Background: an optimization exercise with open tools, aiming at small area. Do not read the settings as production practice.
In this exercise RTL edits were held to simulation tests only and were not proved equivalent to the original.
No driver is modelled on the clock port, so clocking that relies on it looks cheaper here than on a real chip.
Power and IR drop assume default switching activity.

===== config.mk =====
export PLATFORM = sky130hd
export DESIGN_NAME = thermo8_cts
export DESIGN_NICKNAME = thermo8_cts
export VERILOG_FILES = /design/flow/design.v
export SDC_FILE = /design/flow/constraint.sdc
export NUM_CORES = 4
export LEC_CHECK = 0
export ABC_AREA = 1
export CAP_MARGIN = 20
export CORE_MARGIN = 2
export CORE_UTILIZATION = 65
export PLACE_DENSITY = 0.8
export SLEW_MARGIN = 20

===== flow/area1.abc =====
strash
&get -n
&deepsyn -T 20 -S 1
&nf -a -R 1000
&put

===== flow/area3.abc =====
strash
&get -n
&deepsyn -T 20 -S 3
&nf -a -R 1000
&put

===== design.v =====
module thermo8_cts (
    input  wire        clk,
    input  wire        rst,
    input  wire        cmd_valid,
    output wire        cmd_ready,
    input  wire [31:0] cmd_word,
    input  wire [31:0] cmd_x,
    output reg         rsp_valid,
    output wire [31:0] rsp_res,
    output wire [2:0]  rsp_err,
    output wire [7:0]  rsp_err_info,
    input  wire        alert_in,
    output wire        bus_req_valid,
    output reg  [2:0]  bus_req_kind,
    output reg  [7:0]  bus_req_byte,
    output wire        bus_req_ack,
    input  wire        bus_rsp_valid,
    input  wire [1:0]  bus_rsp_code,
    input  wire [7:0]  bus_rsp_data,
    output wire        settle_start,
    input  wire        settle_done
);
    localparam [2:0] K_START   = 3'd0,
                     K_RESTART = 3'd1,
                     K_STOP    = 3'd2,
                     K_WR      = 3'd3,
                     K_RD      = 3'd4;
    reg        run;        
    reg [2:0]  err;        
    reg [2:0]  fi;         
    reg        tn;         
    reg        rd;         
    reg        rmw;        
    reg        dec;        
    reg [2:0]  rg;         
    reg [15:0] v;          
    reg [6:0]  sla;
    reg [2:0]  stat;
    reg        stat_v;
    wire sphase = tn && fi[2] && fi[1];
    assign cmd_ready     = !run;
    assign bus_req_valid = run && !sphase;
    assign settle_start  = run && sphase && !fi[0];
    wire [7:0]  op = cmd_word[7:0];
    wire [7:0]  fa = cmd_word[15:8];
    wire [15:0] fd = cmd_word[31:16];
    wire a0   = (fa == 8'd0);
    wire d0   = (fd == 16'd0);
    wire hi0  = (op[7:6] == 2'b00);
    wire grp0 = hi0 && (op[5:4] == 2'b00);
    wire grp1 = hi0 && (op[5:4] == 2'b01);
    wire grp2 = hi0 && (op[5:4] == 2'b10);
    wire [3:0] lo = op[3:0];
    wire zA72  = (fa[7:2] == 6'd0);
    wire zA    = zA72 && (fa[1:0] == 2'd0);
    wire zD158 = (fd[15:8] == 8'd0);
    wire zD157 = zD158 && !fd[7];
    wire zD153 = zD157 && (fd[6:3] == 4'd0);
    wire zD152 = zD153 && !fd[2];
    wire zD    = zD152 && (fd[1:0] == 2'd0);
    wire g0v   = grp0 && (lo == 4'h1 || lo == 4'h2 || lo == 4'h3);
    wire g1v   = grp1 && (lo[3:2] == 2'b00);
    wire g2v   = grp2 && (lo != 4'hF);
    wire lim   = grp2 && (lo == 4'h3);
    wire d_ok  = (grp0 && lo[1:0] != 2'd3) || (grp1 && lo[1:0] == 2'd0) ||
                 (grp1 && lo[1:0] == 2'd1 && zD158) ||
                 (grp2 && lo == 4'h0 && zD157) ||
                 (grp2 && lo == 4'h2 && zD152) ||
                 (grp2 && lo == 4'h4 && zD153) || zD;
    wire a_ok  = grp1 ? 1'b1 : lim ? (zA72 && fa[1:0] != 2'd3) : zA;
    wire legal = (g0v || g1v || g2v) && a_ok && d_ok;
    wire width_bad = op[4] &&
                     (lo[0] ? (fa != 8'h08) : ((fa[7:3] != 5'd0) || (fa[2:0] == 3'd0)));
    wire c_status = !op[5] && !op[4] && (lo == 4'h2);
    wire c_enc    = !op[4] && (lo == 4'h3);
    wire c_init   = op[5] && (lo == 4'h0);
    wire c_alert  = op[5] && (lo == 4'h4);
    wire c_pin    = op[5] && (lo == 4'h5);
    wire c_stat   = op[5] && (lo == 4'h6);
    wire c_rmw    = op[5] && (lo >= 4'h7) && (lo <= 4'hC);
    wire c_bus    = op[4] || (op[5] && (lo != 4'h0) && (lo != 4'h5) && (lo != 4'h6));
    wire [15:0] xm  = cmd_x[27:12];
    wire        xc  = cmd_x[31] && (cmd_x[11:0] != 12'd0);    
    wire [1:0]  xn  = xm[1:0] + {1'b0, xc};
    wire        xk  = xm[1] && (xm[0] || xc);
    wire [15:0] enc = {xm[15:2] + {13'd0, xk},
                       (xn == 2'd1) ? 2'd2 : (xn == 2'd2) ? 2'd3 : 2'd0};
    wire ok_acc = legal && !width_bad;
    wire m_hi = ok_acc && !c_status;             
    wire m_lo = ok_acc && !(c_status || c_init);  
    wire g_enc    = ok_acc && c_enc;
    wire g_status = ok_acc && c_status;
    wire g_alert  = ok_acc && c_alert;
    wire g_stat   = ok_acc && c_stat;
    wire g_pin    = ok_acc && c_pin;
    wire [15:0] v_acc =
        ({16{g_enc}} & enc) |
        {fd[15:7] & {9{m_hi}},
         fd[6:2] & {5{m_lo}}, fd[1] & m_lo & !c_alert, fd[0] & m_lo} |
        {13'd0, {3{g_status}} & fd[15:13]} |
        {5'd0, {2{g_alert}} & fd[1:0], 4'd0, g_alert, g_alert, 2'd0, g_alert} |
        {12'd0, g_stat & stat_v, {3{g_stat}} & stat} |
        {15'd0, g_pin & alert_in};
    reg [2:0] rg_acc;
    always @(*) begin
        if (op[4])
            rg_acc = fa[2:0];
        else begin
            case (lo)
                4'h1:    rg_acc = 3'd5;
                4'h3:    rg_acc = {fa[1], !fa[1], fa[0]};
                4'h4:    rg_acc = 3'd1;
                4'hD:    rg_acc = 3'd6;
                4'hE:    rg_acc = 3'd7;
                4'h2:    rg_acc = 3'd0;
                default: rg_acc = lo[2:0];
            endcase
        end
    end
    wire rd_acc  = op[4] ? lo[1] : (lo[3] || (lo[2:0] == 3'd1));
    wire dec_acc = !op[4] && (lo == 4'h1);
    wire is8   = !rmw && (rg == 3'd0);
    wire fr    = rmw ? !tn : rd;                   
    wire abort = (err != 3'd0);                    
    wire last  = fr ? (is8 ? (fi == 3'd6) : (fi == 3'd7))
                    : (is8 ? (fi == 3'd4) : (fi == 3'd5));
    wire [7:0] addr = is8 ? 8'h08 : rmw ? 8'h01 : {5'd0, rg};
    always @(*) begin
        bus_req_kind = K_STOP;
        bus_req_byte = v[7:0];
        if (!abort) begin
            case (fi)
                3'd0: bus_req_kind = K_START;
                3'd1: begin bus_req_kind = K_WR; bus_req_byte = {sla, 1'b0}; end
                3'd2: begin bus_req_kind = K_WR; bus_req_byte = addr; end
                3'd3: begin
                    bus_req_kind = fr ? K_RESTART : K_WR;
                    bus_req_byte = is8 ? v[7:0] : v[15:8];
                end
                3'd4: begin
                    bus_req_kind = (fr || !is8) ? K_WR : K_STOP;
                    bus_req_byte = fr ? {sla, 1'b1} : v[7:0];
                end
                3'd5: bus_req_kind = fr ? K_RD : K_STOP;
                3'd6: bus_req_kind = (fr && !is8) ? K_RD : K_STOP;
                default: bus_req_kind = K_STOP;
            endcase
        end
    end
    assign bus_req_ack = !is8 && !fi[1];
    wire is_wr  = (bus_req_kind == K_WR);
    wire is_rdk = (bus_req_kind == K_RD);
    wire fail   = bus_rsp_code[1] || (bus_rsp_code[0] && is_wr);
    wire m8 = (rg == 3'd7) || (rg == 3'd0);
    wire m7 = (rg == 3'd1) || (rg == 3'd2);
    wire m6 = (rg == 3'd3) || (rg == 3'd4);
    wire ms = rg[0];
    wire [11:0] lower;
    assign lower[0] = 1'b0;
    genvar gi;
    generate
        for (gi = 1; gi < 12; gi = gi + 1) begin : g_neg
            assign lower[gi] = lower[gi-1] | v[gi-1];
        end
    endgenerate
    wire        s_neg = v[12];
    wire [12:0] mag = {s_neg & !(lower[11] | v[11]), v[11:0] ^ ({12{s_neg}} & lower)};
    wire [18:0] res = dec ? {v[15:13], 2'b00, v[12], mag} : {3'd0, v};
    assign rsp_res      = {13'd0, res};
    assign rsp_err      = err;
    assign rsp_err_info = {3'b000, tn, 1'b0, fi};
    always @(posedge clk) begin
        rsp_valid    <= 1'b0;
        if (rst) begin
            run    <= 1'b0;
            sla    <= 7'h18;
            stat   <= 3'd0;
            stat_v <= 1'b0;
        end else if (run && sphase) begin
            if (!fi[0]) begin
                fi <= 3'd7;
            end else if (settle_done) begin
                run       <= 1'b0;
                rsp_valid <= 1'b1;
                fi        <= 3'd0;
                tn        <= 1'b0;
            end
        end else if (run) begin
            if (bus_rsp_valid) begin
                if (abort) begin
                    run       <= 1'b0;
                    rsp_valid <= 1'b1;
                end else if (fail) begin
                    err <= bus_rsp_code[1] ? 3'd2 : 3'd1;
                    v   <= 16'd0;
                    if (last) begin
                        run       <= 1'b0;
                        rsp_valid <= 1'b1;
                    end
                end else begin
                    if (is_rdk)
                        v <= {v[7:0], bus_rsp_data};
                    if (!last) begin
                        fi <= fi + 3'd1;
                    end else begin
                        fi <= 3'd0;
                        tn <= rmw && !tn;
                        if (rmw && !tn) begin
                            if (m8) v[8] <= ms;
                            if (m7) v[7] <= ms;
                            if (m6) v[6] <= ms;
                        end else if (rmw && m8) begin
                            fi <= 3'd6;
                            tn <= 1'b1;
                        end else begin
                            run       <= 1'b0;
                            rsp_valid <= 1'b1;
                            if (dec) begin
                                stat   <= v[15:13];
                                stat_v <= 1'b1;
                            end
                        end
                    end
                end
            end
        end else if (cmd_valid) begin
            err <= !legal ? 3'd4 : width_bad ? 3'd3 : 3'd0;
            fi  <= 3'd0;
            tn  <= 1'b0;
            rd  <= rd_acc;
            rmw <= c_rmw;
            dec <= dec_acc;
            rg  <= rg_acc;
            v   <= v_acc;
            if (legal && c_init)
                sla <= fd[6:0];
            if (legal && !width_bad && c_bus)
                run <= 1'b1;
            else
                rsp_valid <= 1'b1;
        end
    end
endmodule

===== standard.sh =====
#!/bin/bash
# synth_recipe.tcl (not shown) runs the flow's synth.tcl, then flattens the netlist and writes it again
# the make line also repeats each setting of config.mk as NAME=value (left out here)
make -C /OpenROAD-flow-scripts/flow DESIGN_CONFIG=/design/flow/config.mk WORK_HOME=/design/flow/orfs CLKGATE_MAP_FILE= SYNTH_SCRIPT=/design/flow/synth_recipe.tcl "${@:-finish}"

===== flow/synth.tcl =====
proc synth {args} { yosys synth -nofsm -noshare {*}$args }
# Map the logic several times, each with an ABC script of its own
# (MY_ABC_SCRIPTS), and keep the mapping with the least cell area. The
# flip-flops are mapped before this step and are not touched by it.
proc abc {args} {
  set i [lsearch -exact $args -script]
  set lib [lindex $args [expr {[lsearch -exact $args -liberty] + 1}]]
  set best_area 1e18
  set best ""
  yosys design -save pre_abc
  foreach script $::env(MY_ABC_SCRIPTS) {
    yosys design -load pre_abc
    if {$i >= 0} { set run_args [lreplace $args $i [expr {$i + 1}] -script $script] } else { set run_args [concat $args [list -script $script]] }
    yosys abc {*}$run_args
    set report [tee -q -s result.string stat -liberty $lib]
    regexp {Chip area for module[^:]*:\s*([0-9.]+)} $report -> area
    puts "abc script $script: cell area $area"
    if {$area < $best_area} {
      set best_area $area
      set best $script
      yosys design -save best_abc
    }
  }
  puts "kept the mapping of $best: cell area $best_area"
  yosys design -load best_abc
}
source $::env(SCRIPTS_DIR)/synth.tcl
# left out here: clear keep_hierarchy, flatten, clean up, hide names made inside functions, write 1_2_yosys.v

===== flow/area4.abc =====
strash
&get -n
&deepsyn -T 20 -S 4
&nf -a -R 1000
&put

===== constraint.sdc =====
create_clock -name core_clock -period 10.0 [get_ports {clk}]
set_input_delay 2.0000 -clock core_clock [delete_from_list [all_inputs] [get_ports {clk}]]
set_output_delay 2.0000 -clock core_clock [all_outputs]
set_load 0.01 [all_outputs]

===== flow/area2.abc =====
strash
&get -n
&deepsyn -T 20 -S 2
&nf -a -R 1000
&put

===== flow/run.sh =====
#!/bin/bash
# The standard layout with these changes:
#  - synthesis maps the logic with area-oriented ABC scripts (flow/area*.abc,
#    the same script with four random seeds; the smallest mapping is kept) and
#    without the adder cell mapping; the flip-flops are mapped as the standard
#    synthesis maps them (same cells, same names);
#  - the port buffers use the smallest buffer cell;
#  - the constant outputs share one tie cell;
#  - clock tree synthesis adds no dummy loads.
set -euo pipefail
here=$PWD
export BUFFER_PORTS_ARGS="-buffer_cell sky130_fd_sc_hd__buf_1"
export SKIP_REPAIR_TIE_FANOUT=1
export CTS_ARGS="-repair_clock_nets -dont_use_dummy_load"
export MY_ABC_SCRIPTS="$here/flow/area1.abc $here/flow/area2.abc $here/flow/area3.abc $here/flow/area4.abc"
sed -e "s#SYNTH_SCRIPT=[^ ]*#SYNTH_SCRIPT=$here/flow/synth.tcl ADDER_MAP_FILE=#" standard.sh > own_standard.sh
bash own_standard.sh synth > synth.log 2>&1
bash standard.sh finish > finish.log 2>&1

==> impl_metrics.json, run 1 <==
{
  "outcome": "timing/DRC/antenna clean",
  "synth_seq_cells": 42,
  "path_common_cell": "nor2_1",
  "synth_largest_area_cell": "edfxtp_1",
  "ir_worst_vdd_mv": 0.0484,
  "drc_errors": 0,
  "track_usage": 0.353,
  "clk_latency_ps": 300,
  "die_w_um": 73.4,
  "end_kind": "flop",
  "grt_pass1_vias": 3109,
  "critPathKind": "primary input to flop",
  "diodes": 0,
  "dp_cells": 533,
  "cts_tree": "done",
  "fin_cells": 538,
  "cp_max_fo": 13,
  "setup_ws_ps": 4800,
  "synth.net_count": 459,
  "cts_resized": 0,
  "ys_seq_area_frac": 0.361,
  "fin_crit_sh": 0.520,
  "overflow": 0,
  "period_minus_slack_ps": 5200,
  "clkTransAtPathRegs_ps": 80,
  "drt_pass1_iterations": 6,
  "initial_core_util": 0.667,
  "setup_viol": 0,
  "cts_buffer_depth": 2,
  "synthMuxAreaShare": 0.00999,
  "required_ps": 10110,
  "io_pins": 139,
  "async_flop_share": 0,
  "final_common_cell": "buf_1",
  "power.total_uw": 376,
  "die_area_um2": 5390,
  "cts_buffers": 5,
  "synth_top_area_frac": 0.278,
  "drv_slew": 0,
  "antenna_left": 0,
  "dr.first_iter.drc_count": 511,
  "slew_headroom": 0.300,
  "design_area_um2": 3580,
  "holdBufCountCts": 0,
  "drt_wl_total_um": 9300,
  "seqCellArea_um2": 1130,
  "rsz0062_at_grt": "false",
  "antenna_found_initial": 0,
  "hold_violations": 0,
  "fin_tns_setup_ps": 0,
  "cellPowerDensity_nw_per_um2": 105,
  "final_cell_mix": "buf_1 (118), nand2_1 (37), nor2_1 (34)",
  "fin_skew_ps": 17.0,
  "dieHeight_um": 73.4,
  "synth_xor_area_frac": 0.0503,
  "synthTopCellsByArea": "edfxtp_1 (28%), dfxtp_1 (8.3%), buf_4 (4.6%), nand2_1 (4.4%), xnor2_1 (4.2%)",
  "cts_htree_levels": 2,
  "wl_per_cell_um": 17.3,
  "synth-simple-area-share": 0.250,
  "grt_max_degree": 18,
  "arrival_ps": 5320,
  "worst_pin_slew_ps": 1050,
  "slowest_delay_ps": 680,
  "multiInputGateArea_um2": 1780,
  "postSynthAreaPerCell_um2": 8.26,
  "p_leak_uw": 0.00118,
  "syn-cell-area_um2": 3130,
  "synth_flop_cell": "edfxtp_1",
  "core-area_um2": 4690,
  "portBuffers": 118,
  "core.rowCount": 25,
  "hp-class": "flop to flop",
  "yosys_warnings": 1,
  "pre_cts_ws_ps": 4570,
  "drive_gt1_frac": 0.0124,
  "synth_edf_count": 29,
  "via_count": 3554,
  "postCtsSetupBuffers": 0,
  "start_kind": "primary input",
  "grt_pass1_wl_um": 14600,
  "crit_chain": "buf_1 > or4_1 > a2111oi_0 > nor2_1 > o21ai_0 > nand3_1 > a31oi_1 > o21a_1 > and2_0 > nand2_1 > nor2_1 > a222oi_1 > o31ai_1",
  "clock-sinks": 42,
  "slowest_stage": "nor2_1",
  "gp_congestion": 0.924,
  "dpl.hpwl_um": 7250,
  "synth_compound_area_frac": 0.256,
  "area_growth_pct": 14.2,
  "nNetsFinal": 566,
  "fillers": 362,
  "dpl_cell_area_um2": 3510,
  "syn_inst": 379,
  "ys_types": 46,
  "vias_per_cell": 6.61,
  "synth_top_family_by_area": "compound AO/OA/AOI/OAI gates",
  "fmax_mhz": 192,
  "maxCapViolations": 0,
  "yosys.area_share.adder": 0,
  "cts_root_buf": "clkbuf_8"
}
-- power breakdown --
part	switching, uW	total [uW]	internal [uW]	leakage [uW]
sequential	10.7	204	193	0.000381
combinational	47.6	73.9	26.3	0.000759
clock	53.1	98.1	45.0	0.0000359
-- cells in the mapped netlist, drive strengths merged (9+ instances only) --
cell	n
nand2	37
nor2	34
edfxtp	29
o21ai	25
a21oi	24
clkinv	22
buf	19
nor3	17
xnor2	15
nand3	14
dfxtp	13
a31oi	11
nor4	11
and3	10
and2	9
-- stage by stage --
stage           util  hold slack, ps
6_report       0.762             452
5_1_grt        0.762             479
4_1_cts        0.762             449
3_5_place_dp   0.747             439
3_3_place_gp   0.747             428
2_1_floorplan      -             411
-- state kept, by name (all words and copies together), names as in the netlist --
name	flops
rsp_valid	1
rmw	1
stat	3
dec	1
sla	7
stat_v	1
fi	3
rd	1
v	16
rg	3
tn	1
run	1
err	3
-- path summary, 6_finish.rpt --
kind	cells after the start	startpoint	endpoint	slack [ps]
min	2	stat_v	stat_v	450
min reg2reg	2	stat_v	stat_v	450
max	13	cmd_word[22]	v[10]	4800
max reg2reg	8	rg[2]	v[11]	6300
-- per-layer routing --
metal / routed length, um / global-route usage
met5: 0 / 0
met4: 260 / 0.125
met3: 1050 / 0.0754
met2: 4310 / 0.562
met1: 3680 / 0.479
-- critical path: cells and delay by family --
kind            cells  cell delay, ps
compound gates      6            1410
simple gates        6            1800
buf+inv             1             120
-- kinds of logic after synthesis --
family                    Yosys count
and+or+nand+nor                   157
AOI/OAI and AO/OA                 117
DFF                                42
buffers and inverters              41
xor gates and xnor gates           18
muxes                               3
other                               1
-- final cells by class --
cell class	instances	area share
multi-input cells	296	0.497
flip-flops and latches	42	0.316
repair buffers	119	0.126
inverters	22	0.0231
clock buffers	5	0.0192
well taps	54	0.0189
==> run 2: changes to the inputs <==
--- a/flow/run.sh
+++ b/flow/run.sh
@@ -13,3 +13,3 @@
 export SKIP_REPAIR_TIE_FANOUT=1
-export CTS_ARGS="-repair_clock_nets -dont_use_dummy_load"
+export CTS_ARGS="-sink_clustering_enable -repair_clock_nets -dont_use_dummy_load -buf_list sky130_fd_sc_hd__clkbuf_16"
 export MY_ABC_SCRIPTS="$here/flow/area1.abc $here/flow/area2.abc $here/flow/area3.abc $here/flow/area4.abc"
==> impl_metrics.json, run 2 <==
{
  "setup_viol": 0,
  "async_flop_share": 0,
  "cts_buffer_depth": 2,
  "required_ps": 10100,
  "synthTopCellsByArea": "edfxtp_1 (28%), dfxtp_1 (8.3%), buf_4 (4.6%), nand2_1 (4.4%), xnor2_1 (4.2%)",
  "vias_per_cell": 6.70,
  "gp_congestion": 0.924,
  "track_usage": 0.355,
  "core.rowCount": 25,
  "synth-simple-area-share": 0.250,
  "grt_pass1_vias": 3109,
  "area_growth_pct": 16.0,
  "syn-cell-area_um2": 3130,
  "clock-sinks": 42,
  "worst_pin_slew_ps": 1070,
  "final_util": 0.774,
  "ir_worst_vdd_mv": 0.0647,
  "ys_top_cells_by_count": "nand2_1 (37), nor2_1 (34), edfxtp_1 (29), o21ai_0 (25), a21oi_1 (24)",
  "cts_htree_levels": 2,
  "initial_core_util": 0.667,
  "wl_per_cell_um": 17.4,
  "top_regs": "v: 16 flops, sla: 7 flops",
  "hold_violations": 0,
  "final_cell_mix": "buf_1 (118), nand2_1 (37), nor2_1 (34)",
  "fin_tns_setup_ps": 0,
  "p_leak_uw": 0.00120,
  "die_w_um": 73.4,
  "dp_cells": 533,
  "cts_root_buf": "clkbuf_16",
  "critPathKind": "primary input to flop",
  "synth_xor_area_frac": 0.0503,
  "postCtsSetupBuffers": 0,
  "synth_top_family_by_area": "compound AO/OA/AOI/OAI gates",
  "grt_max_degree": 18,
  "synth_top_area_frac": 0.278,
  "period_minus_slack_ps": 5310,
  "start_kind": "primary input",
  "drv_slew": 0,
  "clk_latency_ps": 280,
  "synth_largest_area_cell": "edfxtp_1",
  "largest_reg_flops": 16,
  "fin_crit_sh": 0.531,
  "rsz0062_at_grt": "false",
  "dr.first_iter.drc_count": 498,
  "synth_edf_count": 29,
  "holdCritStartpoint": "stat_v",
  "drt_pass1_iterations": 6,
  "synth_compound_area_frac": 0.256,
  "portBuffers": 118,
  "syn_inst": 379,
  "fmax_mhz": 188,
  "cts_buffers": 5,
  "via_count": 3604,
  "synth_seq_cells": 42,
  "cellPowerDensity_nw_per_um2": 116,
  "diodes": 0,
  "fin_cells": 538,
  "ys_seq_area_frac": 0.361,
  "arrival_ps": 5400,
  "core-area_um2": 4690,
  "postSynthAreaPerCell_um2": 8.26,
  "yosys.area_share.adder": 0,
  "io_pins": 139,
  "die_area_um2": 5390,
  "startpoint": "cmd_word[22]",
  "maxCapViolations": 0,
  "end_kind": "flop",
  "largest_register": "v",
  "final_common_cell": "buf_1",
  "drive_gt1_frac": 0.0124,
  "synthMuxAreaShare": 0.00999,
  "nNetsFinal": 566,
  "antenna_found_initial": 0,
  "ys_types": 46,
  "dpl.hpwl_um": 7250,
  "slew_headroom": 0.281,
  "cp_max_fo": 6,
  "dieHeight_um": 73.4,
  "drc_errors": 0,
  "clkTransAtPathRegs_ps": 60,
  "timing.hold.ws_ps": 452,
  "cts_resized": 0,
  "fin_skew_ps": 10.1,
  "synth.net_count": 459,
  "yosys_warnings": 1,
  "worstReg2RegStart": "rg[2]",
  "yosysMostFrequentCell": "nand2_1",
  "outcome": "timing/DRC/antenna clean",
  "antenna_left": 0,
  "cts_tree": "done",
  "holdBufCountCts": 0,
  "synth_flop_cell": "edfxtp_1",
  "overflow": 0,
  "drt_wl_total_um": 9370,
  "hp-class": "flop to flop",
  "grt_pass1_wl_um": 14600
}
## run 2: cell counts after synthesis
No cell type changed its count.
## run 2: path summary, 6_finish.rpt
path / to / slack, ps / depth (start not counted)
setup reg to reg: v[10] / 6300 / 8
hold / removal: stat_v / 450 / 2
hold reg to reg: stat_v / 450 / 2
setup / recovery: v[10] / 4690 / 13
## run 2: where the power goes
group	total (uW)	internal [uW]	switching, uW
clock network	144	88.0	56.3
logic	74.1	26.3	47.8
registers	204	194	10.8
## run 2: cells by family after synthesis
| family | after synthesis |
|---|---|
| AND/OR/NAND/NOR | 157 |
| buffers and inverters | 41 |
| other | 1 |
| multiplexers | 3 |
| AO/OA/AOI/OAI | 117 |
| XOR/XNOR | 18 |
| flip-flops | 42 |
## run 2: area by class of cell
| type | count | area, um^2 |
|---|---|---|
| well taps | 54 | 67.6 |
| fillers | 356 | 1060 |
| repair buffers | 119 | 450 |
| flip-flops and latches | 42 | 1130 |
| multi-input cells | 296 | 1780 |
| clock buffers | 5 | 125 |
| inverters | 22 | 82.6 |
## run 2: through the flow
stage | total power, uW | setup WS [ps] | instance area, um^2
4_1_cts | 421 | 4860 | 3630
6_report | 423 | 4690 | 3630
3_3_place_gp | 277 | 4600 | 3510
5_1_grt | 439 | 4400 | 3630
3_5_place_dp | 280 | 4570 | 3510
2_1_floorplan | 249 | 5280 | 3130
## run 2: critical path, cell delays in order
cell	delay [ps]
buf_1	120
or4_1	600
a2111oi_0	510
nor2_1	90
o21ai_0	160
nand3_1	110
a31oi_1	200
o21a_1	190
and2_0	180
nand2_1	140
nor4_1	790
a222oi_1	160
o31ai_1	140
## run 2: per-layer routing
metal / up-vias / part of all wire / GRT usage
met2: 303 / 0.47 / 0.569
li1: 1653 / - / -
met3: 45 / 0.12 / 0.0782
met5: - / 0 / 0
met4: 0 / 0.034 / 0.133
met1: 1603 / 0.38 / 0.473
==> run 3: changes to the inputs <==
--- a/flow/run.sh
+++ b/flow/run.sh
@@ -13,3 +13,3 @@
 export SKIP_REPAIR_TIE_FANOUT=1
-export CTS_ARGS="-sink_clustering_enable -repair_clock_nets -dont_use_dummy_load -buf_list sky130_fd_sc_hd__clkbuf_16"
+export CTS_ARGS="-sink_clustering_enable -repair_clock_nets -dont_use_dummy_load"
 export MY_ABC_SCRIPTS="$here/flow/area1.abc $here/flow/area2.abc $here/flow/area3.abc $here/flow/area4.abc"
--- a/config.mk
+++ b/config.mk
@@ -10,4 +10,4 @@
 export CORE_MARGIN = 2
-export CORE_UTILIZATION = 65
-export PLACE_DENSITY = 0.8
+export CORE_UTILIZATION = 40
+export PLACE_DENSITY = 0.6
 export SLEW_MARGIN = 20
==> impl_metrics.json, run 3 <==
{
  "yosysMostFrequentCell": "nand2_1",
  "maxCapViolations": 0,
  "cts_tree": "done",
  "clock-sinks": 42,
  "antenna_left": 0,
  "critPathKind": "primary input to flop",
  "wl_per_cell_um": 17.0,
  "hold_violations": 0,
  "cellPowerDensity_nw_per_um2": 104,
  "power.total_uw": 378,
  "postCtsSetupBuffers": 0,
  "p_int_uw": 265,
  "slew_headroom": 0.332,
  "clkTransAtPathRegs_ps": 90,
  "cts_buffers": 5,
  "die_area_um2": 8550,
  "yosys_warnings": 1,
  "area_growth_pct": 16.5,
  "track_usage": 0.229,
  "p_seq_frac": 0.539,
  "cp_max_fo": 13,
  "antenna_found_initial": 0,
  "start_kind": "primary input",
  "diodes": 0,
  "design_area_um2": 3650,
  "p_leak_uw": 0.00118,
  "ys_seq_area_frac": 0.361,
  "grt_max_degree": 18,
  "ff2ff_setup_slack_ps": 6410,
  "synth_flop_cell": "edfxtp_1",
  "grt_pass1_wl_um": 15300,
  "required_ps": 10100,
  "period_minus_slack_ps": 5380,
  "worst_pin_slew_ps": 993,
  "drc_errors": 0,
  "ir_worst_vdd_mv": 0.0522,
  "synth_largest_area_cell": "edfxtp_1",
  "initial_core_util": 0.410,
  "fin_crit_sh": 0.538,
  "largest_register": "v",
  "fin_tns_setup_ps": 0,
  "fillers": 779,
  "arrival_ps": 5480,
  "swShare": 0.299,
  "synthTopCellsByArea": "edfxtp_1 (28%), dfxtp_1 (8.3%), buf_4 (4.6%), nand2_1 (4.4%), xnor2_1 (4.2%)",
  "dpl.hpwl_um": 7980,
  "cts_buffer_depth": 2,
  "worstReg2RegStart": "rg[2]",
  "cts_htree_levels": 2,
  "holdBufCountCts": 0,
  "switchingPower_uw": 113,
  "ys_top_cells_by_count": "nand2_1 (37), nor2_1 (34), edfxtp_1 (29), o21ai_0 (25), a21oi_1 (24)",
  "cts_root_buf": "clkbuf_8",
  "clk_latency_ps": 300,
  "syn_inst": 379,
  "timing.hold.ws_ps": 447,
  "core.rowCount": 32,
  "drive_gt1_frac": 0.0144,
  "fmax_mhz": 186,
  "top_regs": "v: 16 flops, sla: 7 flops",
  "holdCritStartpoint": "stat_v",
  "ys_types": 46,
  "dieHeight_um": 92.5,
  "drt_wl_total_um": 9990,
  "synth_edf_count": 29,
  "io_pins": 139,
  "final_common_cell": "buf_1",
  "setup_viol": 0,
  "vias_per_cell": 5.77,
  "synth_seq_cells": 42,
  "cts_resized": 0,
  "nNetsFinal": 567,
  "portBuffers": 118,
  "hold_path_depth": 2,
  "rsz0062_at_grt": "false",
  "drt_pass1_iterations": 5,
  "pwr-share-comb": 0.197,
  "outcome": "timing/DRC/antenna clean",
  "largest_reg_flops": 16,
  "drv_slew": 0,
  "whs_endpoint": "stat_v",
  "async_flop_share": 0,
  "rr_endpoint": "v[14]",
  "reg2reg_depth": 9,
  "syn-cell-area_um2": 3130,
  "synth.net_count": 459,
  "die_w_um": 92.5,
  "overflow": 0,
  "gp_congestion": 0.921,
  "synth_top_area_frac": 0.278,
  "via_count": 3388,
  "end_kind": "flop",
  "core-area_um2": 7650,
  "fin_skew_ps": 16.5,
  "p_clk_frac": 0.263,
  "dpl_cell_area_um2": 3580,
  "dr.first_iter.drc_count": 308,
  "postSynthAreaPerCell_um2": 8.26,
  "grt_pass1_vias": 2967,
  "final_cell_mix": "buf_1 (118), nand2_1 (37), nor2_1 (34)",
  "hp-class": "flop to flop"
}
run 3: cell families after synthesis:
| group | after synthesis | share of synthesized area |
|---|---|---|
| muxes | 3 | 0.00999 |
| and+or+nand+nor | 157 | 0.250 |
| AOI/OAI and AO/OA | 117 | 0.256 |
| other | 1 | 0.00120 |
| xor gates and xnor gates | 18 | 0.0503 |
| buffers and inverters | 41 | 0.0719 |
| DFF | 42 | 0.361 |
run 3: power by group through the flow:
stage | clock [uW] | combinational (uW) | sequential (uW)
CTS | 101 | 74.4 | 204
detailed placement | 0 | 74.2 | 208
global route | 108 | 83.3 | 205
floorplan | 0 | 45.2 | 204
global placement | 0 | 73.1 | 208
finish | 99.6 | 74.7 | 204
run 3: routing by layer:
layer,vias to the layer above,part of all wire,track usage
met5,-,0,0
met4,0,0.025,0.0759
met3,18,0.076,0.0334
met2,174,0.45,0.353
met1,1548,0.45,0.328
li1,1648,-,-
run 3: stage by stage:
step,worst slack (ps),utilization,instances
after detailed placement,4320,0.468,582
after CTS,4630,0.477,587
after floorplan,5280,-,379
final,4620,0.477,587
after global placement,4340,0.466,581
after global routing,4340,0.477,587
run 3: worst max path at each step:
stage / startpoint / to / slack (ps) / depth (start not counted)
2_1_floorplan: cmd_word[22] / v[10] / 5280 / 12
3_3_place_gp: cmd_word[19] / v[10] / 4340 / 13
6_report: cmd_word[19] / v[10] / 4620 / 13
4_1_cts: cmd_word[19] / v[10] / 4630 / 13
5_1_grt: cmd_word[19] / v[0] / 4340 / 13
3_5_place_dp: cmd_word[19] / v[10] / 4320 / 13
run 3: critical path, cell delays in order:
cell	delay (ps)
buf_1	130
or4_1	600
a2111oi_0	410
nor2_1	80
o21ai_0	210
nand3_1	140
a31oi_1	220
o21a_1	200
and2_0	190
nand2_1	160
nor2_1	700
a222oi_1	270
o31ai_1	160
run 3: cell type report:
cell class | instances | area, um^2 | share of cell area
Sequential cell | 42 | 1130 | 0.310
Timing Repair Buffer | 120 | 462 | 0.127
Clock buffer | 5 | 68.8 | 0.0189
Tap cell | 102 | 128 | 0.0350
Multi-Input combinational cell | 296 | 1780 | 0.487
Inverter | 22 | 82.6 | 0.0226
==> run 4: changes to the inputs <==
--- a/flow/run.sh
+++ b/flow/run.sh
@@ -3,3 +3,3 @@
 #  - synthesis maps the logic with area-oriented ABC scripts (flow/area*.abc,
-#    the same script with four random seeds; the smallest mapping is kept) and
+#    the same script with six random seeds; the smallest mapping is kept) and
 #    without the adder cell mapping; the flip-flops are mapped as the standard
@@ -14,3 +14,3 @@
 export CTS_ARGS="-sink_clustering_enable -repair_clock_nets -dont_use_dummy_load"
-export MY_ABC_SCRIPTS="$here/flow/area1.abc $here/flow/area2.abc $here/flow/area3.abc $here/flow/area4.abc"
+export MY_ABC_SCRIPTS="$here/flow/area1.abc $here/flow/area2.abc $here/flow/area3.abc $here/flow/area4.abc $here/flow/area5.abc $here/flow/area6.abc"
 sed -e "s#SYNTH_SCRIPT=[^ ]*#SYNTH_SCRIPT=$here/flow/synth.tcl ADDER_MAP_FILE=#" standard.sh > own_standard.sh
==> flow/area1.abc (replaced) <==
strash
&get -n
&deepsyn -T 25 -S 1
&nf -a -R 1000
&put
==> flow/area2.abc (replaced) <==
strash
&get -n
&deepsyn -T 25 -S 2
&nf -a -R 1000
&put
==> flow/area3.abc (replaced) <==
strash
&get -n
&deepsyn -T 25 -S 3
&nf -a -R 1000
&put
==> flow/area4.abc (replaced) <==
strash
&get -n
&deepsyn -T 25 -S 4
&nf -a -R 1000
&put
==> flow/area5.abc (new file) <==
strash
&get -n
&deepsyn -T 25 -S 5
&nf -a -R 1000
&put
==> flow/area6.abc (new file) <==
strash
&get -n
&deepsyn -T 25 -S 6
&nf -a -R 1000
&put
--- a/config.mk
+++ b/config.mk
@@ -10,4 +10,4 @@
 export CORE_MARGIN = 2
-export CORE_UTILIZATION = 40
-export PLACE_DENSITY = 0.6
+export CORE_UTILIZATION = 65
+export PLACE_DENSITY = 0.8
 export SLEW_MARGIN = 20
==> impl_metrics.json, run 4 <==
{
  "diodes": 0,
  "rsz0062_at_grt": "false",
  "slowest_delay_ps": 680,
  "synth_top_area_frac": 0.278,
  "route.met3.wl_um": 1050,
  "clkTransAtPathRegs_ps": 80,
  "initial_core_util": 0.667,
  "ff2ff_setup_slack_ps": 6300,
  "ys_types": 46,
  "start_kind": "primary input",
  "cts_root_buf": "clkbuf_8",
  "drv_slew": 0,
  "core-area_um2": 4690,
  "nNetsFinal": 566,
  "ys_seq_area_frac": 0.361,
  "hold_path_depth": 2,
  "clock-sinks": 42,
  "drive_gt1_frac": 0.0124,
  "io_pins": 139,
  "fillers": 362,
  "wl_per_cell_um": 17.3,
  "clk_latency_ps": 300,
  "hp-class": "flop to flop",
  "required_ps": 10110,
  "antenna_left": 0,
  "yosysMostFrequentCell": "nand2_1",
  "cts_tree": "done",
  "maxCapViolations": 0,
  "cts_resized": 0,
  "synth_flop_cell": "edfxtp_1",
  "cts_buffers": 5,
  "p_leak_uw": 0.00118,
  "period_minus_slack_ps": 5200,
  "drc_errors": 0,
  "dpl.hpwl_um": 7250,
  "wl_met2_um": 4310,
  "end_kind": "flop",
  "pre_cts_ws_ps": 4570,
  "async_flop_share": 0,
  "grt_pass1_vias": 3109,
  "die_area_um2": 5390,
  "cpLargestDelayFamily": "simple AND/OR/NAND/NOR gates",
  "final_common_cell": "buf_1",
  "synth.net_count": 459,
  "worst_pin_slew_ps": 1050,
  "core.rowCount": 25,
  "postCtsSetupBuffers": 0,
  "worstReg2RegStart": "rg[2]",
  "top_regs": "v: 16 flops, sla: 7 flops",
  "critPathKind": "primary input to flop",
  "largest_register": "v",
  "maxUsedRoutingLayer": "met4",
  "hold_violations": 0,
  "fin_crit_sh": 0.520,
  "ir_worst_vdd_mv": 0.0484,
  "slew_headroom": 0.300,
  "yosys_warnings": 1,
  "holdBufCountCts": 0,
  "syn-cell-area_um2": 3130,
  "setup_viol": 0,
  "outcome": "timing/DRC/antenna clean",
  "cts_htree_levels": 2,
  "crit_chain": "buf_1 > or4_1 > a2111oi_0 > nor2_1 > o21ai_0 > nand3_1 > a31oi_1 > o21a_1 > and2_0 > nand2_1 > nor2_1 > a222oi_1 > o31ai_1",
  "arrival_ps": 5320,
  "synth_seq_cells": 42,
  "fin_skew_ps": 17.0,
  "grt_pass1_wl_um": 14600,
  "track_usage": 0.353,
  "grt_max_degree": 18,
  "die_w_um": 73.4,
  "cellPowerDensity_nw_per_um2": 105,
  "slowest_stage": "nor2_1",
  "fin_tns_setup_ps": 0,
  "cp_num_buf_inv": 1,
  "synthTopCellsByArea": "edfxtp_1 (28%), dfxtp_1 (8.3%), buf_4 (4.6%), nand2_1 (4.4%), xnor2_1 (4.2%)",
  "largest_reg_flops": 16,
  "wl_met1_um": 3680,
  "dieHeight_um": 73.4,
  "antenna_found_initial": 0,
  "area_growth_pct": 14.2,
  "drt_pass1_iterations": 6,
  "vias_per_cell": 6.61,
  "dr.first_iter.drc_count": 511,
  "drt_wl_total_um": 9300,
  "holdCritStartpoint": "stat_v",
  "reg2reg_depth": 8,
  "ys_top_cells_by_count": "nand2_1 (37), nor2_1 (34), edfxtp_1 (29), o21ai_0 (25), a21oi_1 (24)",
  "gp_congestion": 0.924,
  "rr_endpoint": "v[11]",
  "cts_buffer_depth": 2,
  "postSynthAreaPerCell_um2": 8.26,
  "fmax_mhz": 192,
  "setup_ws_ps": 4800,
  "portBuffers": 118,
  "via_count": 3554,
  "overflow": 0,
  "synth_edf_count": 29,
  "whs_endpoint": "stat_v",
  "cp_max_fo": 13,
  "syn_inst": 379,
  "final_cell_mix": "buf_1 (118), nand2_1 (37), nor2_1 (34)",
  "path_common_cell": "nor2_1",
  "synth_largest_area_cell": "edfxtp_1"
}
==> run 4: worst max-delay path by stage <==
stage | from | endpoint | depth (start not counted)
2_1_floorplan | cmd_word[22] | v[10] | 12
3_3_place_gp | cmd_word[22] | v[10] | 13
3_5_place_dp | cmd_word[22] | v[10] | 13
4_1_cts | cmd_word[22] | v[10] | 13
5_1_grt | cmd_word[22] | v[9] | 13
6_report | cmd_word[22] | v[10] | 13
==> run 4: kinds of logic after synthesis <==
family | after synthesis | synth area share
and+or+nand+nor | 157 | 0.250
DFF | 42 | 0.361
muxes | 3 | 0.00999
other | 1 | 0.00120
buffers and inverters | 41 | 0.0719
AOI/OAI and AO/OA | 117 | 0.256
xor gates and xnor gates | 18 | 0.0503
==> run 4: power breakdown <==
group / leakage [uW] / internal (uW) / switching (uW)
sequential: 0.000381 / 193 / 10.7
combinational: 0.000759 / 26.3 / 47.6
clock: 0.0000359 / 45.0 / 53.1
==> run 4: layout make-up <==
cell class | instances | area, um^2 | share of cell area
multi-input combinational | 296 | 1780 | 0.497
sequential | 42 | 1130 | 0.316
timing repair buffer | 119 | 450 | 0.126
inverter | 22 | 82.6 | 0.0231
clock buffer | 5 | 68.8 | 0.0192
tap | 54 | 67.6 | 0.0189
==> run 4: worst min-delay path, stage by stage, from the launching register on <==
cell	delay [ps]
dfxtp_1	310
clkinv_1	40
a21oi_1	50
==> run 4: routing by layer <==
layer  GRT usage  up-vias
met5           0        -
met4       0.125        0
met3      0.0754       35
met2       0.562      271
met1       0.479     1595
li1            -     1653
==> run 4: metrics by stage <==
step           hold WS, ps  power, uW  std cells  utilization  cell area, um^2
6_report               452        376        538        0.762             3580
5_1_grt                479        392        538        0.762             3580
4_1_cts                449        373        538        0.762             3580
3_5_place_dp           439        280        533        0.747             3510
3_3_place_gp           428        277        533        0.747             3510
2_1_floorplan          411        249        379            -             3130
==> run 5: changes to the inputs <==
--- a/flow/run.sh
+++ b/flow/run.sh
@@ -8,3 +8,3 @@
 #  - the constant outputs share one tie cell;
-#  - clock tree synthesis adds no dummy loads.
+#  - clock tree synthesis adds no dummy loads and uses clkbuf_4 cells.
 set -euo pipefail
@@ -13,3 +13,3 @@
 export SKIP_REPAIR_TIE_FANOUT=1
-export CTS_ARGS="-sink_clustering_enable -repair_clock_nets -dont_use_dummy_load"
+export CTS_ARGS="-sink_clustering_enable -repair_clock_nets -dont_use_dummy_load -root_buf sky130_fd_sc_hd__clkbuf_4 -buf_list sky130_fd_sc_hd__clkbuf_4"
 export MY_ABC_SCRIPTS="$here/flow/area1.abc $here/flow/area2.abc $here/flow/area3.abc $here/flow/area4.abc $here/flow/area5.abc $here/flow/area6.abc"
==> impl_metrics.json, run 5 <==
{
  "syn-cell-area_um2": 3130,
  "io_pins": 139,
  "ff2ff_setup_slack_ps": 6360,
  "initial_core_util": 0.667,
  "antenna_found_initial": 0,
  "cts_root_buf": "clkbuf_4",
  "rr_endpoint": "v[10]",
  "synth_largest_area_cell": "edfxtp_1",
  "grt_pass1_vias": 3078,
  "clock-sinks": 42,
  "end_kind": "flop",
  "hold_path_depth": 2,
  "fin_skew_ps": 21.5,
  "postCtsSetupBuffers": 0,
  "holdCritStartpoint": "stat_v",
  "final_common_cell": "buf_1",
  "synth_flop_cell": "edfxtp_1",
  "core-area_um2": 4690,
  "overflow": 0,
  "drv_slew": 0,
  "slowest_delay_ps": 700,
  "ys_top_cells_by_count": "nand2_1 (37), nor2_1 (34), edfxtp_1 (29), o21ai_0 (25), a21oi_1 (24)",
  "timing.hold.ws_ps": 459,
  "die_w_um": 73.4,
  "whs_endpoint": "stat_v",
  "largest_register": "v",
  "arrival_ps": 5320,
  "vias_per_cell": 6.66,
  "cpLargestDelayFamily": "simple AND/OR/NAND/NOR gates",
  "period_minus_slack_ps": 5150,
  "cp_num_buf_inv": 1,
  "clk_latency_ps": 350,
  "synth_edf_count": 29,
  "reg2reg_depth": 8,
  "antenna_left": 0,
  "yosys_warnings": 1,
  "fin_crit_sh": 0.515,
  "ir_worst_vdd_mv": 0.0457,
  "grt_pass1_wl_um": 14500,
  "slew_headroom": 0.285,
  "postSynthAreaPerCell_um2": 8.26,
  "ys_seq_area_frac": 0.361,
  "fin_tns_setup_ps": 0,
  "cts_buffer_depth": 2,
  "cellPowerDensity_nw_per_um2": 99.0,
  "async_flop_share": 0,
  "final_util": 0.755,
  "nNetsFinal": 566,
  "wl_per_cell_um": 17.2,
  "p_leak_uw": 0.00116,
  "cts_tree": "done",
  "cts_resized": 0,
  "ys_types": 46,
  "via_count": 3582,
  "diodes": 0,
  "fin_cells": 538,
  "holdBufCountCts": 0,
  "largest_reg_flops": 16,
  "track_usage": 0.353,
  "portBuffers": 118,
  "synth_seq_cells": 42,
  "path_common_cell": "nor2_1",
  "die_area_um2": 5390,
  "drt_pass1_iterations": 8,
  "gp_congestion": 0.924,
  "yosysMostFrequentCell": "nand2_1",
  "crit_chain": "buf_1 > or4_1 > a2111oi_0 > nor2_1 > o21ai_0 > nand3_1 > a31oi_1 > o21a_1 > and2_0 > nand2_1 > nor2_1 > a222oi_1 > o31ai_1",
  "final_cell_mix": "buf_1 (118), nand2_1 (37), nor2_1 (34)",
  "fmax_mhz": 194,
  "area_growth_pct": 13.2,
  "critPathKind": "primary input to flop",
  "drive_gt1_frac": 0.0124,
  "drc_errors": 0,
  "hp-class": "flop to flop",
  "start_kind": "primary input",
  "synthTopCellsByArea": "edfxtp_1 (28%), dfxtp_1 (8.3%), buf_4 (4.6%), nand2_1 (4.4%), xnor2_1 (4.2%)",
  "hold_violations": 0,
  "setup_viol": 0,
  "dieHeight_um": 73.4,
  "cts_buffers": 5,
  "synth_top_area_frac": 0.278,
  "synth.net_count": 459,
  "cts_htree_levels": 2,
  "dpl.hpwl_um": 7250,
  "dp_cells": 533,
  "core.rowCount": 25,
  "outcome": "timing/DRC/antenna clean",
  "drt_wl_total_um": 9240,
  "maxCapViolations": 0,
  "clkTransAtPathRegs_ps": 110,
  "top_regs": "v: 16 flops, sla: 7 flops",
  "required_ps": 10170,
  "worst_pin_slew_ps": 1070,
  "worstReg2RegStart": "rg[2]",
  "cp_max_fo": 13,
  "slowest_stage": "nor2_1",
  "power.total_uw": 351,
  "grt_max_degree": 18,
  "rsz0062_at_grt": "false",
  "dr.first_iter.drc_count": 501,
  "syn_inst": 379
}
-- run 5: cell counts after synthesis --
Identical to the previous run, type by type.
-- run 5: metrics by stage --
stage | setup slack [ps] | instance area [um^2]
after floorplan | 5280 | 3130
after global placement | 4600 | 3510
after detailed placement | 4570 | 3510
after CTS | 4920 | 3540
after global routing | 4470 | 3540
final | 4850 | 3540
-- run 5: worst max-delay path by stage --
stage / start / to / slack [ps] / cells after the start
final: cmd_word[22] / v[10] / 4850 / 13
after global routing: cmd_word[22] / v[3] / 4470 / 13
after CTS: cmd_word[22] / v[10] / 4920 / 13
after detailed placement: cmd_word[22] / v[10] / 4570 / 13
after global placement: cmd_word[22] / v[10] / 4600 / 13
after floorplan: cmd_word[22] / v[10] / 5280 / 12
-- run 5: worst min-delay path: stages (launching register included) --
cell and delay (ps):
dfxtp_1 330, clkinv_1 40, a21oi_1 50
-- run 5: logic make-up after synthesis --
family          count (synthesis)  synth area share
other cells                     1           0.00120
xor+xnor                       18            0.0503
mux                             3           0.00999
buf+inv                        41            0.0719
compound gates                117             0.256
simple gates                  157             0.250
flops                          42             0.361
-- run 5: power breakdown --
group	leakage, uW	total, uW	internal [uW]	switching [uW]
registers	0.000381	204	193	10.7
clock network	0.0000230	73.0	23.6	49.4
logic	0.000759	74.0	26.3	47.7
total	0.00116	351	243	108
-- run 5: metal layers --
metal	track usage	wire length, um	up-vias
met5	0	0	-
met2	0.553	4270	273
li1	-	-	1653
met1	0.477	3670	1621
met4	0.145	267	0
met3	0.0727	1020	35
-- run 5: cell type report --
type                    instances  area, um^2
clock buffers                   5        37.5
multi-input cells             296        1780
repair buffers                119         450
well taps                      54        67.6
fillers                       372        1150
flip-flops and latches         42        1130
inverters                      22        82.6
==> run 6: changes to the inputs <==
--- a/config.mk
+++ b/config.mk
@@ -8,6 +8,6 @@
 export ABC_AREA = 1
-export CAP_MARGIN = 20
+export CAP_MARGIN = 0
 export CORE_MARGIN = 2
-export CORE_UTILIZATION = 65
-export PLACE_DENSITY = 0.8
-export SLEW_MARGIN = 20
+export CORE_UTILIZATION = 80
+export PLACE_DENSITY = 0.9
+export SLEW_MARGIN = 0
==> impl_metrics.json, run 6 <==
{
  "async_flop_share": 0,
  "ys_top_cells_by_count": "nand2_1 (37), nor2_1 (34), edfxtp_1 (29), o21ai_0 (25), a21oi_1 (24)",
  "synth_edf_count": 29,
  "syn_inst": 379,
  "synth_largest_area_cell": "edfxtp_1",
  "outcome": "aborted with a tool error",
  "synth.net_count": 459,
  "synth_seq_cells": 42,
  "synth_flop_cell": "edfxtp_1",
  "stop_stage": "global placement (3_3_place_gp)",
  "synth_top_area_frac": 0.278,
  "die_w_um": 66.6,
  "yosysMostFrequentCell": "nand2_1",
  "portBuffers": 118,
  "synthTopCellsByArea": "edfxtp_1 (28%), dfxtp_1 (8.3%), buf_4 (4.6%), nand2_1 (4.4%), xnor2_1 (4.2%)",
  "yosys_warnings": 1,
  "core.rowCount": 22,
  "initial_core_util": 0.843,
  "io_pins": 139,
  "syn-cell-area_um2": 3130,
  "postSynthAreaPerCell_um2": 8.26,
  "ys_seq_area_frac": 0.361,
  "ys_types": 46,
  "dieHeight_um": 66.6,
  "firstError": "[ERROR GPL-0301] Utilization 106.033 % exceeds 100%."
}
run 6: cell families after synthesis:
group,count (synthesis),synth area share
AND/OR/NAND/NOR,157,0.250
XOR/XNOR,18,0.0503
flip-flops,42,0.361
multiplexers,3,0.00999
buffers and inverters,41,0.0719
AO/OA/AOI/OAI,117,0.256
other,1,0.00120
==> run 7: changes to the inputs <==
--- a/flow/run.sh
+++ b/flow/run.sh
@@ -13,2 +13,4 @@
 export SKIP_REPAIR_TIE_FANOUT=1
+export POST_CTS_TCL=$here/flow/clk_upsize.tcl
+export CLK_SLEW_TARGET=0.095
 export CTS_ARGS="-sink_clustering_enable -repair_clock_nets -dont_use_dummy_load -root_buf sky130_fd_sc_hd__clkbuf_4 -buf_list sky130_fd_sc_hd__clkbuf_4"
==> flow/clk_upsize.tcl (new file) <==
# After clock tree synthesis (built from clkbuf_4 cells): a clock buffer
# whose loads see a slew over CLK_SLEW_TARGET (ns, from the placement
# parasitics estimate) is upsized to clkbuf_8, then the placement is
# legalized again.
estimate_parasitics -placement
set changed 0
foreach inst [get_cells *] {
  if {[get_property $inst ref_name] ne "sky130_fd_sc_hd__clkbuf_4"} { continue }
  set worst 0.0
  foreach out [get_pins -of_objects $inst -filter "direction == output"] {
    foreach p [get_pins -of_objects [get_nets -of_objects $out] -filter "direction == input"] {
      set s [get_property $p slew_max]
      if {$s > $worst} { set worst $s }
    }
  }
  puts "clock buffer [get_property $inst full_name]: load slew $worst"
  if {$worst > $::env(CLK_SLEW_TARGET)} {
    replace_cell $inst sky130_fd_sc_hd__clkbuf_8
    incr changed
  }
}
puts "clock buffers upsized: $changed"
if {$changed > 0} {
  detailed_placement
  check_placement
  estimate_parasitics -placement
}
--- a/config.mk
+++ b/config.mk
@@ -8,6 +8,6 @@
 export ABC_AREA = 1
-export CAP_MARGIN = 0
+export CAP_MARGIN = 20
 export CORE_MARGIN = 2
-export CORE_UTILIZATION = 80
-export PLACE_DENSITY = 0.9
-export SLEW_MARGIN = 0
+export CORE_UTILIZATION = 65
+export PLACE_DENSITY = 0.8
+export SLEW_MARGIN = 20
==> impl_metrics.json, run 7 <==
{
  "grt_pass1_wl_um": 14600,
  "synth_seq_cells": 42,
  "wl_per_cell_um": 17.3,
  "holdCritStartpoint": "sla[3]",
  "dieHeight_um": 73.4,
  "yosys_warnings": 1,
  "final_util": 0.758,
  "core.rowCount": 25,
  "hp-class": "flop to flop",
  "crit_end": "v[10]",
  "vias_per_cell": 6.73,
  "start_kind": "primary input",
  "final_common_cell": "buf_1",
  "hold_violations": 0,
  "cp_num_cells": 13,
  "clkTransAtPathRegs_ps": 70,
  "area_growth_pct": 13.6,
  "ys_top_cells_by_count": "nand2_1 (37), nor2_1 (34), edfxtp_1 (29), o21ai_0 (25), a21oi_1 (24)",
  "postSynthAreaPerCell_um2": 8.26,
  "antenna_found_initial": 0,
  "grt_pass1_vias": 3111,
  "async_flop_share": 0,
  "core-area_um2": 4690,
  "die_w_um": 73.4,
  "dr.first_iter.drc_count": 535,
  "setup_viol": 0,
  "fmax_mhz": 190,
  "syn_inst": 379,
  "p_leak_uw": 0.00117,
  "critPathKind": "primary input to flop",
  "diodes": 0,
  "top_regs": "v: 16 flops, sla: 7 flops",
  "arrival_ps": 5410,
  "rsz0062_at_grt": "false",
  "synthTopCellsByArea": "edfxtp_1 (28%), dfxtp_1 (8.3%), buf_4 (4.6%), nand2_1 (4.4%), xnor2_1 (4.2%)",
  "cpLargestDelayFamily": "simple AND/OR/NAND/NOR gates",
  "reg2reg_depth": 8,
  "final_cell_mix": "buf_1 (118), nand2_1 (37), nor2_1 (34)",
  "synth_flop_cell": "edfxtp_1",
  "nNetsFinal": 566,
  "ys_types": 46,
  "worstReg2RegStart": "rg[2]",
  "synth.net_count": 459,
  "slew_headroom": 0.273,
  "die_area_um2": 5390,
  "track_usage": 0.353,
  "io_pins": 139,
  "drt_pass1_iterations": 5,
  "period_minus_slack_ps": 5270,
  "clk_latency_ps": 350,
  "timing.hold.ws_ps": 453,
  "largest_reg_flops": 16,
  "worst_pin_slew_ps": 1080,
  "required_ps": 10140,
  "cp_max_fo": 6,
  "via_count": 3622,
  "fin_crit_sh": 0.527,
  "overflow": 0,
  "dp_cells": 533,
  "crit_chain": "buf_1 > or4_1 > a2111oi_0 > nor2_1 > o21ai_0 > nand3_1 > a31oi_1 > o21a_1 > and2_0 > nand2_1 > nor4_1 > a222oi_1 > o31ai_1",
  "rr_endpoint": "v[10]",
  "dpl.hpwl_um": 7250,
  "ys_seq_area_frac": 0.361,
  "fin_cells": 538,
  "startpoint": "cmd_word[22]",
  "drive_gt1_frac": 0.0124,
  "grt_max_degree": 18,
  "fin_skew_ps": 24.6,
  "ir_worst_vdd_mv": 0.0519,
  "synth_top_area_frac": 0.278,
  "hold_path_depth": 2,
  "synth_largest_area_cell": "edfxtp_1",
  "cts_tree": "done",
  "clock-sinks": 42,
  "largest_register": "v",
  "synth_edf_count": 29,
  "cp_num_buf_inv": 1,
  "outcome": "timing/DRC/antenna clean",
  "drt_wl_total_um": 9320,
  "antenna_left": 0,
  "slowest_stage": "nor4_1",
  "drc_errors": 0,
  "initial_core_util": 0.667,
  "cellPowerDensity_nw_per_um2": 101,
  "slowest_delay_ps": 840,
  "maxCapViolations": 0,
  "fin_tns_setup_ps": 0,
  "drv_slew": 0,
  "power.total_uw": 361,
  "yosysMostFrequentCell": "nand2_1",
  "end_kind": "flop",
  "gp_congestion": 0.924,
  "syn-cell-area_um2": 3130,
  "ff2ff_setup_slack_ps": 6300,
  "portBuffers": 118
}
[run 7: worst min-delay path by stage]
stage	end	slack, ps
after floorplan	stat_v	410
after global placement	stat_v	430
after detailed placement	stat_v	440
after global routing	sla[3]	470
final	sla[3]	450
[run 7: per-stage QoR]
step	setup WS [ps]	cell area, um^2
after global routing	4430	3560
final	4730	3560
after floorplan	5280	3130
after global placement	4600	3510
after detailed placement	4570	3510
[run 7: where the power goes]
part	switching [uW]	internal (uW)
clock network	50.7	32.1
logic	47.7	26.3
registers	10.7	193
total	109	252
[run 7: final cells by class]
| type | instances | area [um^2] |
|---|---|---|
| Inverter | 22 | 82.6 |
| Clock buffer | 5 | 50.0 |
| Tap cell | 54 | 67.6 |
| Multi-Input combinational cell | 296 | 1780 |
| Timing Repair Buffer | 119 | 450 |
| Fill cell | 368 | 1130 |
| Sequential cell | 42 | 1130 |
[run 7: logic make-up after synthesis]
logic type / share of synthesized area
XOR/XNOR: 0.0503
buffers and inverters: 0.0719
AND/OR/NAND/NOR: 0.250
other: 0.00120
AO/OA/AOI/OAI: 0.256
flip-flops: 0.361
multiplexers: 0.00999
[run 7: worst reg2reg max path: cells and delay by family, from the launching register on]
family,cells,cell delay (ps)
DFF,1,520
AOI/OAI and AO/OA,2,310
buffers and inverters,1,230
and+or+nand+nor,5,2240
[run 7: metal layers]
| metal | GRT usage | vias to the layer above | share of wire |
|---|---|---|---|
| met5 | 0 | - | 0 |
| met4 | 0.145 | 0 | 0.034 |
| li1 | - | 1656 | - |
| met2 | 0.560 | 296 | 0.47 |
| met3 | 0.0727 | 46 | 0.12 |
| met1 | 0.474 | 1624 | 0.38 |
==> run 8: changes to the inputs <==
--- a/flow/run.sh
+++ b/flow/run.sh
@@ -8,3 +8,5 @@
 #  - the constant outputs share one tie cell;
-#  - clock tree synthesis adds no dummy loads and uses clkbuf_4 cells.
+#  - clock tree synthesis adds no dummy loads and builds the tree from
+#    clkbuf_4 cells; flow/clk_upsize.tcl then upsizes any clock buffer whose
+#    loads see too slow a slew.
 set -euo pipefail
==> impl_metrics.json, run 8 <==
{
  "rsz0062_at_grt": "false",
  "diodes": 0,
  "drive_gt1_frac": 0.0124,
  "synth_top_area_frac": 0.278,
  "nNetsFinal": 566,
  "slowest_stage": "nor4_1",
  "maxCapViolations": 0,
  "via_count": 3622,
  "clkTransAtPathRegs_ps": 70,
  "core.rowCount": 25,
  "antenna_found_initial": 0,
  "drc_errors": 0,
  "grt_pass1_vias": 3111,
  "syn-cell-area_um2": 3130,
  "gp_congestion": 0.924,
  "hold_violations": 0,
  "area_growth_pct": 13.6,
  "ys_seq_area_frac": 0.361,
  "drt_pass1_iterations": 5,
  "cellPowerDensity_nw_per_um2": 101,
  "slowest_delay_ps": 840,
  "end_kind": "flop",
  "initial_core_util": 0.667,
  "period_minus_slack_ps": 5270,
  "largest_register": "v",
  "grt_most_used_layer": "met2",
  "slew_headroom": 0.273,
  "start_kind": "primary input",
  "synth.net_count": 459,
  "cp_num_buf_inv": 1,
  "fmax_mhz": 190,
  "largest_reg_flops": 16,
  "top_regs": "v: 16 flops, sla: 7 flops",
  "async_flop_share": 0,
  "ys_top_cells_by_count": "nand2_1 (37), nor2_1 (34), edfxtp_1 (29), o21ai_0 (25), a21oi_1 (24)",
  "antenna_left": 0,
  "cpLargestDelayFamily": "simple AND/OR/NAND/NOR gates",
  "ys_types": 46,
  "fillers": 368,
  "synth_flop_cell": "edfxtp_1",
  "yosys_warnings": 1,
  "synth_seq_cells": 42,
  "cp_num_cells": 13,
  "grtUsageMet2": 0.560,
  "yosysMostFrequentCell": "nand2_1",
  "vias_per_cell": 6.73,
  "core-area_um2": 4690,
  "fin_tns_setup_ps": 0,
  "required_ps": 10140,
  "drv_slew": 0,
  "crit_chain": "buf_1 > or4_1 > a2111oi_0 > nor2_1 > o21ai_0 > nand3_1 > a31oi_1 > o21a_1 > and2_0 > nand2_1 > nor4_1 > a222oi_1 > o31ai_1",
  "pre_cts_ws_ps": 4570,
  "dr.first_iter.drc_count": 535,
  "clock-sinks": 42,
  "synth_largest_area_cell": "edfxtp_1",
  "setup_ws_ps": 4730,
  "synth_edf_count": 29,
  "ir_worst_vdd_mv": 0.0519,
  "die_area_um2": 5390,
  "io_pins": 139,
  "cp_max_fo": 6,
  "track_usage": 0.353,
  "postSynthAreaPerCell_um2": 8.26,
  "syn_inst": 379,
  "reg2reg_depth": 8,
  "arrival_ps": 5410,
  "fin_crit_sh": 0.527,
  "overflow": 0,
  "outcome": "timing/DRC/antenna clean",
  "hp-class": "flop to flop",
  "die_w_um": 73.4,
  "grt_pass1_wl_um": 14600,
  "setup_viol": 0,
  "grt_max_degree": 18,
  "drt_wl_total_um": 9320,
  "final_common_cell": "buf_1",
  "critPathKind": "primary input to flop",
  "final_cell_mix": "buf_1 (118), nand2_1 (37), nor2_1 (34)",
  "dieHeight_um": 73.4,
  "hold_path_depth": 2,
  "p_leak_uw": 0.00117,
  "dpl.hpwl_um": 7250,
  "portBuffers": 118,
  "fin_skew_ps": 24.6,
  "synthTopCellsByArea": "edfxtp_1 (28%), dfxtp_1 (8.3%), buf_4 (4.6%), nand2_1 (4.4%), xnor2_1 (4.2%)",
  "grtUsageMet1": 0.474,
  "wl_per_cell_um": 17.3,
  "cts_tree": "done",
  "clk_latency_ps": 350,
  "use_met3": 0.0727,
  "worst_pin_slew_ps": 1080,
  "power.total_uw": 361
}
==> run 8: cell counts after synthesis <==
Identical to the previous run, type by type.
==> run 8: final cells by class <==
type | count | area (um^2) | share of cell area
Tap cell | 54 | 67.6 | 0.0190
Sequential cell | 42 | 1130 | 0.318
Clock buffer | 5 | 50.0 | 0.0141
Inverter | 22 | 82.6 | 0.0232
Timing Repair Buffer | 119 | 450 | 0.127
Multi-Input combinational cell | 296 | 1780 | 0.499
==> run 8: tightest hold or removal path, cell delays in order, from the launching register on <==
cell and delay (ps):
dfxtp_1 320, clkinv_1 40, a21oi_1 40
==> run 8: metrics by stage <==
stage          hold WS [ps]  instances  utilization  cell area (um^2)
2_1_floorplan           411        379            -              3130
3_3_place_gp            428        533        0.747              3510
3_5_place_dp            439        533        0.747              3510
5_1_grt                 470        538        0.758              3560
6_report                453        538        0.758              3560
==> run 8: metal layers <==
layer	part of all wire	vias to the layer above
li1	-	1656
met1	0.38	1624
met5	0	-
met3	0.12	46
met4	0.034	0
met2	0.47	296
==> run 8: kinds of logic after synthesis <==
group | Yosys count | synth area share
AOI/OAI and AO/OA | 117 | 0.256
xor gates and xnor gates | 18 | 0.0503
buffers and inverters | 41 | 0.0719
DFF | 42 | 0.361
muxes | 3 | 0.00999
other | 1 | 0.00120
and+or+nand+nor | 157 | 0.250
==> run 8: report_power, final <==
group	switching [uW]	internal, uW
Combinational	47.7	26.3
Clock	50.7	32.1
Sequential	10.7	193
Total	109	252
==> run 8: path summary, 6_finish.rpt <==
check	startpoint	to	slack (ps)
worst max-delay path	cmd_word[22]	v[10]	4730
worst min-delay path	sla[3]	sla[3]	450
worst max register to register	rg[2]	v[10]	6300
worst min register to register	sla[3]	sla[3]	450

==> what the ideal ports hide <==
The flow's constraints put no driver on any port. The routed layouts listed below were extracted and timed again, unchanged, in two steps.
Step 1: set_driving_cell puts a clkbuf_16 on clk and a buf_2 on each other input, an assumption about the parent block.
Step 2 moves the port delays by t, midway between the first and last clock arrival at a register: inputs arrive t later, outputs are due t later. That takes back most of the time a late clock gives input paths.
a / b / c = ideal ports / drivers / drivers and shift; a / b = the first two.
| run | t, ns | setup slack, ns | worst setup path after step 2 | worst data-port slew with drivers (ns) |
|---|---|---|---|---|
| run 1 | 0.314 | 4.800 / 4.802 / 4.489 | input to register | 0.03 |
| run 2 | 0.308 | 4.692 / 4.703 / 4.395 | input to register | 0.03 |
| run 3 | 0.318 | 4.618 / 4.624 / 4.306 | input to register | 0.04 |
| run 4 | 0.314 | 4.800 / 4.802 / 4.489 | input to register | 0.03 |
| run 5 | 0.367 | 4.850 / 4.826 / 4.485 | input to register | 0.03 |
| run 7 | 0.358 | 4.731 / 4.734 / 4.376 | input to register | 0.03 |
| run 8 | 0.358 | 4.731 / 4.734 / 4.376 | input to register | 0.03 |
After both steps setup and hold are still met in every run listed. For run 5, which loses most, drivers alone change the setup slack by -0.024 ns; drivers and shift together by -0.365 ns.
